From an optimization exercise on the open Yosys and OpenROAD flow, aimed at small area, a short achievable clock period and few clock cycles per item; shortcuts taken in it are not production practice. RTL that was checked went through simulation tests only; none was proved equivalent to the original.

==> run a: inputs <==
==> flow/design.v (excerpt) <==
module ubc_codec (
    input  wire        clk,
    input  wire        rst,
    input  wire        enc_start,
    input  wire        enc_in_valid,
    input  wire        enc_in_end,
    input  wire [7:0]  enc_in_data,
    output wire        enc_in_ready,
    output wire        enc_out_valid,
    output wire [20:0] enc_out_data,
    input  wire        enc_out_ready,
    output wire [1:0]  enc_phase,
    output wire [31:0] enc_in_count,
    output wire [31:0] enc_out_count,
    input  wire        dec_start,
    input  wire        dec_mode,
    input  wire        dec_in_valid,
    input  wire        dec_in_end,
    input  wire [20:0] dec_in_data,
    output wire        dec_in_ready,
    output wire        dec_out_valid,
    output wire [7:0]  dec_out_data,
    input  wire        dec_out_ready,
    output wire [1:0]  dec_phase,
    output wire [31:0] dec_idx,
    output wire [31:0] dec_out_count,
    output wire [1:0]  dec_err_kind,
    output wire [31:0] dec_err_idx,
    output wire [6:0]  dec_err_sel
);
Settings: LEC_CHECK=0, ABC_CLOCK_PERIOD_IN_PS=2300, CAP_MARGIN=20, CORE_MARGIN=2, CORE_UTILIZATION=40, CTS_BUF_LIST=sky130_fd_sc_hd__clkbuf_8, CTS_CLUSTER_DIAMETER=50, CTS_CLUSTER_SIZE=16, SETUP_SLACK_MARGIN=3.7, SLEW_MARGIN=20; clock period 6.0 ns.
standard.sh (not shown) runs the stock make flow with config.mk's settings and CLKGATE_MAP_FILE= SYNTH_SCRIPT=/design/flow/synth_recipe.tcl, a recipe that flattens the netlist after the stock synthesis.
==> flow/flow/run.sh <==
#!/bin/bash
# Standard layout, with plain buf_1 cells as the port buffers.
set -euo pipefail
export BUFFER_PORTS_ARGS="-buffer_cell sky130_fd_sc_hd__buf_1"
bash standard.sh > standard_flow.log 2>&1
==> inputs of run b, as changes to run a <==
--- a/flow/design.v
+++ b/flow/design.v
@@ -18,20 +18,20 @@
     reg        ending;        
     reg [1:0]  wcnt;          
     reg        tail;          
     reg        run;           
     reg        rfirst;        
     reg        rpend;         
     reg [7:0]  w0, w1;
+    reg        e1;            
     reg [11:0] rc;
     reg        ov;
     reg [15:0] od;
     reg        hv, he;        
     reg [7:0]  hd;
-    reg        heq0, heq1;    
     reg        rdy;           
     reg [31:0] in_cnt, out_cnt;
     function [15:0] u8(input [7:0] b);
         u8 = {8'h04, b};
     endfunction
     function [15:0] u12(input [11:0] n);
         u12 = {8'h4E + {4'd0, n[11:8]}, n[7:0]};
@@ -51,20 +51,20 @@
     wire newtx  = start && !busy;
     assign in_ready  = rdy;
     assign out_valid = ov;
     assign out_data  = {5'd0, od};
     assign phase     = ph;
     assign in_count  = in_cnt;
     assign out_count = out_cnt;
-    wire eq0    = hv ? heq0 : (in_data == w0);
-    wire eq1    = hv ? heq1 : (in_data == w1);
+    wire [7:0] prev = (run || wcnt == 2'd1) ? w0 : w1;
+    wire eqp    = (xd == prev);
     wire asc    = !w0[7] && !w1[7];
     wire full   = !run && !tail && wcnt == 2'd2;      
-    wire runon  = eq0 && rc != 12'd4095;
-    wire runst  = eq1 && w0 == w1;
+    wire runon  = eqp && rc != 12'd4095;
+    wire runst  = eqp && e1;
     reg [15:0] s;
     always @(*) begin
         if (run)
             s = rfirst ? u8(w0) : u12(rc);
         else if (rpend)
             s = u12(12'd3);
         else if (tail)
@@ -110,17 +110,17 @@
             n_tail  = !runst && !asc;
             n_wcnt  = runst ? 2'd0 : (asc ? 2'd1 : 2'd2);
         end
     end
     wire       ov_n     = (ov && !out_ready) || (go && emit);
     wire       hv_n     = take ? !oflow : (hv && !oflow);
     wire       ending_n = ending || (take && in_end);
-    wire [1:0] wcnt_g   = go ? n_wcnt : wcnt;
-    wire       pend_g   = go ? n_pend : rpend;
-    wire       fin_n    = ending_n && !hv_n && wcnt_g == 2'd0 && !pend_g && !ov_n;
+    wire       e_emit   = run || rpend || tail || wcnt != 2'd0;
+    wire       fin_n    = go ? (fend && !e_emit)
+                             : (ending && !hv && wcnt == 2'd0 && !rpend && !(ov && !out_ready));
     always @(posedge clk) begin
         if (rst) begin
             ph  <= IDLE;
             ov  <= 1'b0;
             hv  <= 1'b0;
             rdy <= 1'b0;
         end else if (newtx) begin
@@ -147,28 +147,24 @@
                 tail <= n_tail;
                 wcnt <= n_wcnt;
             end
         end
     end
     always @(posedge clk) begin
         if (!hv) begin
-            he   <= in_end;
-            hd   <= in_data;
-            heq0 <= (in_data == w0);
-            heq1 <= (in_data == w1);
+            he <= in_end;
+            hd <= in_data;
         end
         if (go) begin
             od <= s;
             w1 <= xd;
-            if (full && !asc)
-                w0 <= w1;
-            else if (!fend && (wcnt != 2'd1 || run || tail))
-                w0 <= xd;
-            if (!fend)
-                rc <= run ? rc + 12'd1 : 12'd3;
+            e1 <= eqp;
+            if (wcnt != 2'd1 || run || tail)
+                w0 <= (full && !asc) ? w1 : xd;
+            rc <= run ? rc + 12'd1 : 12'd3;
         end
     end
     reg inc_o, inc_i;
     always @(posedge clk) begin
         inc_o   <= go && emit && !newtx;
         inc_i   <= take && !in_end;
         in_cnt  <= newtx ? 32'd0 : in_cnt + {31'd0, inc_i};
@@ -207,19 +203,21 @@
     reg [1:0]  pc;           
     reg [31:0] pidx;         
     reg [11:0] P;            
     reg [11:0] S;            
     reg        em;           
     reg        isrun;        
     reg [1:0]  k;            
+    reg        plast;        
     reg        addp;         
     reg [31:0] idx_r;
-    reg [11:0] olo;          
+    reg [5:0]  ol0;          
+    reg [5:0]  ol1;          
     reg [19:0] ohi;          
-    reg        ocy;          
+    reg        oc0, oc1;     
     reg [1:0]  kind;
     reg [2:0]  c1;
     wire hi0   = (in_data[20:16] == 5'd0);
     wire [6:0] t = in_data[15:9];
     wire is8   = hi0 && in_data[15:8] == 8'h04;
     wire is12  = hi0 && t >= 7'h27 && t <= 7'h2E;
     wire isA   = hi0 && t >= 7'h2F && t <= 7'h4E;
@@ -227,65 +225,55 @@
     wire [4:0] dA = in_data[13:9] + 5'd17;      
     wire [1:0] cin = isA ? C_A : (is12 ? C_U12 : (is8 ? C_U8 : C_OTHER));
     wire [13:0] pin = {dA[4:3], isA ? dA[2:0] : in_data[11:9] + 3'd1, in_data[8:0]};
     reg dat_r;
     wire [31:0] idx_inc = idx_r + {31'd0, dat_r};
     wire act   = (st == BUSY);
     wire take  = in_valid && rdy;
-    wire pgo   = fv && !em;                       
+    wire pgo   = fv && (!em || (out_ready && plast));  
     wire dat   = pgo && !fe && !flb && act;       
     wire lone  = pgo && fe && act && pv;          
     wire xfer  = em && out_ready;
-    wire plast = isrun ? (S == 12'd1) : k == 2'd0;
     wire newtx = start && (st == IDLE || st == DONE);
     assign in_ready  = rdy;
     assign out_valid = em;
     assign out_data  = P[11:4];
     assign phase     = st;
     assign idx       = idx_r;
-    assign out_count = {ohi, olo};
+    assign out_count = {ohi, ol1, ol0};
     assign err_kind  = kind;
     assign err_idx   = pidx;
     assign err_sel   = {kind[0], c1, 1'b0, pc};
     wire pair_t3 = pc == C_U12 && fc == C_U12;
     wire pair_rn = pc == C_U8 && fc == C_U12;
     wire pair_p2 = pc == C_U8 && fc == C_U8;
     wire pair_ok = pair_t3 || pair_rn || pair_p2;
-    wire tok     = dat && (pv ? pair_ok : fc == C_A) || lone && pc == C_U8;
-    reg [1:0] st_n;
-    reg       em_n;
-    always @(*) begin
-        st_n = st;
-        em_n = em && !(xfer && plast);
-        if (newtx) begin
-            st_n = BUSY;
-            em_n = 1'b0;
-        end else if (st == IDLE || st == DONE) begin
-        end else begin
-            if (tok)
-                em_n = !cmode && !(dat && pair_rn && fp[11:0] == 12'd0);
-            if (dat && pv && !pair_ok)
-                st_n = DRAIN;
-            if (ending && !fv && !em && !addp && !ocy)
-                st_n = DONE;
-        end
-    end
-    wire ending_n = newtx ? 1'b0 : (ending || (take && in_end));
-    wire fv_n     = newtx ? 1'b0 : (take || (fv && !pgo));
+    wire f_dat = act && !fe && !flb;
+    wire f_tok = f_dat && (pv ? pair_ok : fc == C_A) || act && fe && pv && pc == C_U8;
+    wire f_em  = !cmode && f_tok && !(f_dat && pair_rn && fp[11:0] == 12'd0);
+    wire f_err = f_dat && pv && !pair_ok;
+    wire tok   = pgo && f_tok;
+    wire fin   = ending && !fv && !em && !addp && !oc0 && !oc1;
+    wire       busy_n   = newtx || ((st == BUSY || st == DRAIN) && !fin);
+    wire [1:0] st_n     = newtx ? BUSY : ((st == BUSY || st == DRAIN) ?
+                          (fin ? DONE : ((pgo && f_err) ? DRAIN : st)) : st);
+    wire       em_n     = !newtx && (pgo ? f_em : (em && !(out_ready && plast)));
+    wire       ending_n = newtx ? 1'b0 : (ending || (take && in_end));
+    wire       fv_n     = newtx ? 1'b0 : (take || (fv && !pgo));
     always @(posedge clk) begin
         if (rst) begin
             st  <= IDLE;
             em  <= 1'b0;
             rdy <= 1'b0;
             fv  <= 1'b0;
         end else begin
             st  <= st_n;
             em  <= em_n;
             fv  <= fv_n;
-            rdy <= (st_n == BUSY || st_n == DRAIN) && !ending_n && (!fv_n || !em_n);
+            rdy <= busy_n && !ending_n && (!fv_n || !em_n);
         end
     end
     always @(posedge clk) begin
         if (!fv || pgo) begin
             fe  <= in_end;
             flb <= isLB;
             fc  <= cin;
@@ -306,18 +294,18 @@
             c1   <= 3'd0;
         end else if (lone && pc != C_U8) begin
             kind <= 2'd2;
         end else if (dat && pv && !pair_ok) begin
             kind <= 2'd1;
             c1   <= (fc == C_A) ? {1'b1, fp[13:12]} : {1'b0, fc};
         end
-        if (dat && !pv) begin
+        if (fv && f_dat && !pv) begin
             pidx <= idx_inc;
             pc   <= fc;
-        end else if (pgo && fe && act && !(pv && pc != C_U8)) begin
+        end else if (fv && fe && act && !(pv && pc != C_U8)) begin
             pidx <= 32'd0;
             pc   <= 2'd0;
         end
         if (dat && !pv)
             P[11:4] <= (fc == C_A) ? {1'b0, fp[13], fp[11:6]} :
                        ((fc == C_U8) ? fp[7:0] : fp[11:4]);
         else if (xfer && !isrun)
@@ -327,30 +315,35 @@
                       ((fc == C_U8) ? (pv ? fp[7:4] : 4'd0) : fp[3:0]);
         else if (xfer && !isrun)
             P[3:0] <= S[7:4];
         if (pgo && act) begin
             S     <= fe ? 12'd1 : ((fc == C_U8 || fc == C_A) ? {fp[3:0], 8'd0} : fp[11:0]);
             isrun <= fe || pair_rn;
             k     <= (!fe && pv && pair_t3) ? 2'd2 : 2'd1;
+            plast <= fe || (pair_rn && fp[11:0] == 12'd1);
         end else if (xfer) begin
             if (isrun)
                 S <= S - 12'd1;
             else
                 S <= {S[3:0], 8'd0};
-            k <= k - 2'd1;
+            k     <= k - 2'd1;
+            plast <= isrun ? (S == 12'd2) : (k == 2'd1);
         end
     end
     wire [11:0] amt = addp ? (isrun ? S : (k[1] ? 12'd3 : 12'd2)) : 12'd0;
-    wire [12:0] lo_sum = {1'b0, olo} + {1'b0, amt};
+    wire [6:0] s0 = {1'b0, ol0} + {1'b0, amt[5:0]};
+    wire [6:0] s1 = {1'b0, ol1} + {1'b0, amt[11:6]} + {6'd0, oc0};
     always @(posedge clk) begin
         dat_r <= dat;
         idx_r <= newtx ? 32'd0 : idx_inc;
-        olo   <= newtx ? 12'd0 : lo_sum[11:0];
-        ocy   <= !newtx && lo_sum[12];
-        ohi   <= newtx ? 20'd0 : ohi + {19'd0, ocy};
+        ol0   <= newtx ? 6'd0 : s0[5:0];
+        oc0   <= !newtx && s0[6];
+        ol1   <= newtx ? 6'd0 : s1[5:0];
+        oc1   <= !newtx && s1[6];
+        ohi   <= newtx ? 20'd0 : ohi + {19'd0, oc1};
     end
 endmodule
 module ubc_codec (
     input  wire        clk,
     input  wire        rst,
     input  wire        enc_start,
     input  wire        enc_in_valid,
ABC_CLOCK_PERIOD_IN_PS = 2500   (was 2300)
SETUP_SLACK_MARGIN = 3.5   (was 3.7)
==> results.json <==
{
  "status": "finished clean",
  "setup_ws_ps": 3587,
  "p_comb_share_pct": 6.4,
  "seqPwrFrac_pct": 55.8,
  "cp.depth": 1,
  "pg_comb_uw": 252,
  "path_cells": "buf_1",
  "final_cell_mix": "235 x buf_1, 231 x nor2_1, 159 x dfxtp_1, 133 x edfxtp_1, 86 x nand2_1",
  "yosys_register_bits": 293,
  "synthCells": 1414,
  "p_sw_share_pct": 25.97,
  "pre_cts_ws_ps": 3031,
  "p_seq_uw": 2190,
  "ctsResizeCount": 4
}
the above is filed under run b

==> results.json <==
{
  "status": "finished clean",
  "cp.depth": 10,
  "ctsResizeCount": 366,
  "setup_ws_ps": 3477,
  "p_seq_uw": 2150,
  "final_cell_mix": "199 x nor2_1, 131 x edfxtp_1, 120 x buf_2, 117 x buf_4, 103 x nand2_1",
  "p_sw_share_pct": 25.47,
  "path_cells": "buf_8 > buf_6 > xnor2_2 > nand4_1 > o41ai_4 > buf_4 > a21oi_4 > a221oi_2 > nand2b_1 > a21oi_1",
  "yosys_register_bits": 292,
  "synthCells": 1437,
  "p_comb_share_pct": 7.1
}
the above is filed under run a

Testbench counts of run b, summed over its fixed seeds: cycles 35,192, items 65,871.
The RTL of run a was laid out without a check of its function.

==> separate check: timing with driven ports <==
No port has a modelled driver above. Below, the same layouts with a new extraction and two added sets of constraints.
Step 1 assumes that a clkbuf_16 drives the clock port and a buf_2 every other input.
Step 2 also shifts input and output timing later by t, the mid clock arrival at the registers, as if the neighbouring blocks saw the same clock.
a / b / c = ideal ports / drivers / drivers and shift; a / b = the first two.
| run | shift t [ns] | setup WS [ns] | hold slack, ns |
|---|---|---|---|
| run a | 0.591 | 3.477 / 3.478 / 2.887 | 0.486 / 0.486 / 0.486 |
| run b | 0.573 | 3.587 / 3.542 / 3.050 | 0.467 / 0.467 / 0.467 |
After both steps setup and hold are still met in every run listed. The setup slack of run a, which loses most, moves by +0.001 ns with the drivers and by -0.590 ns with both steps.
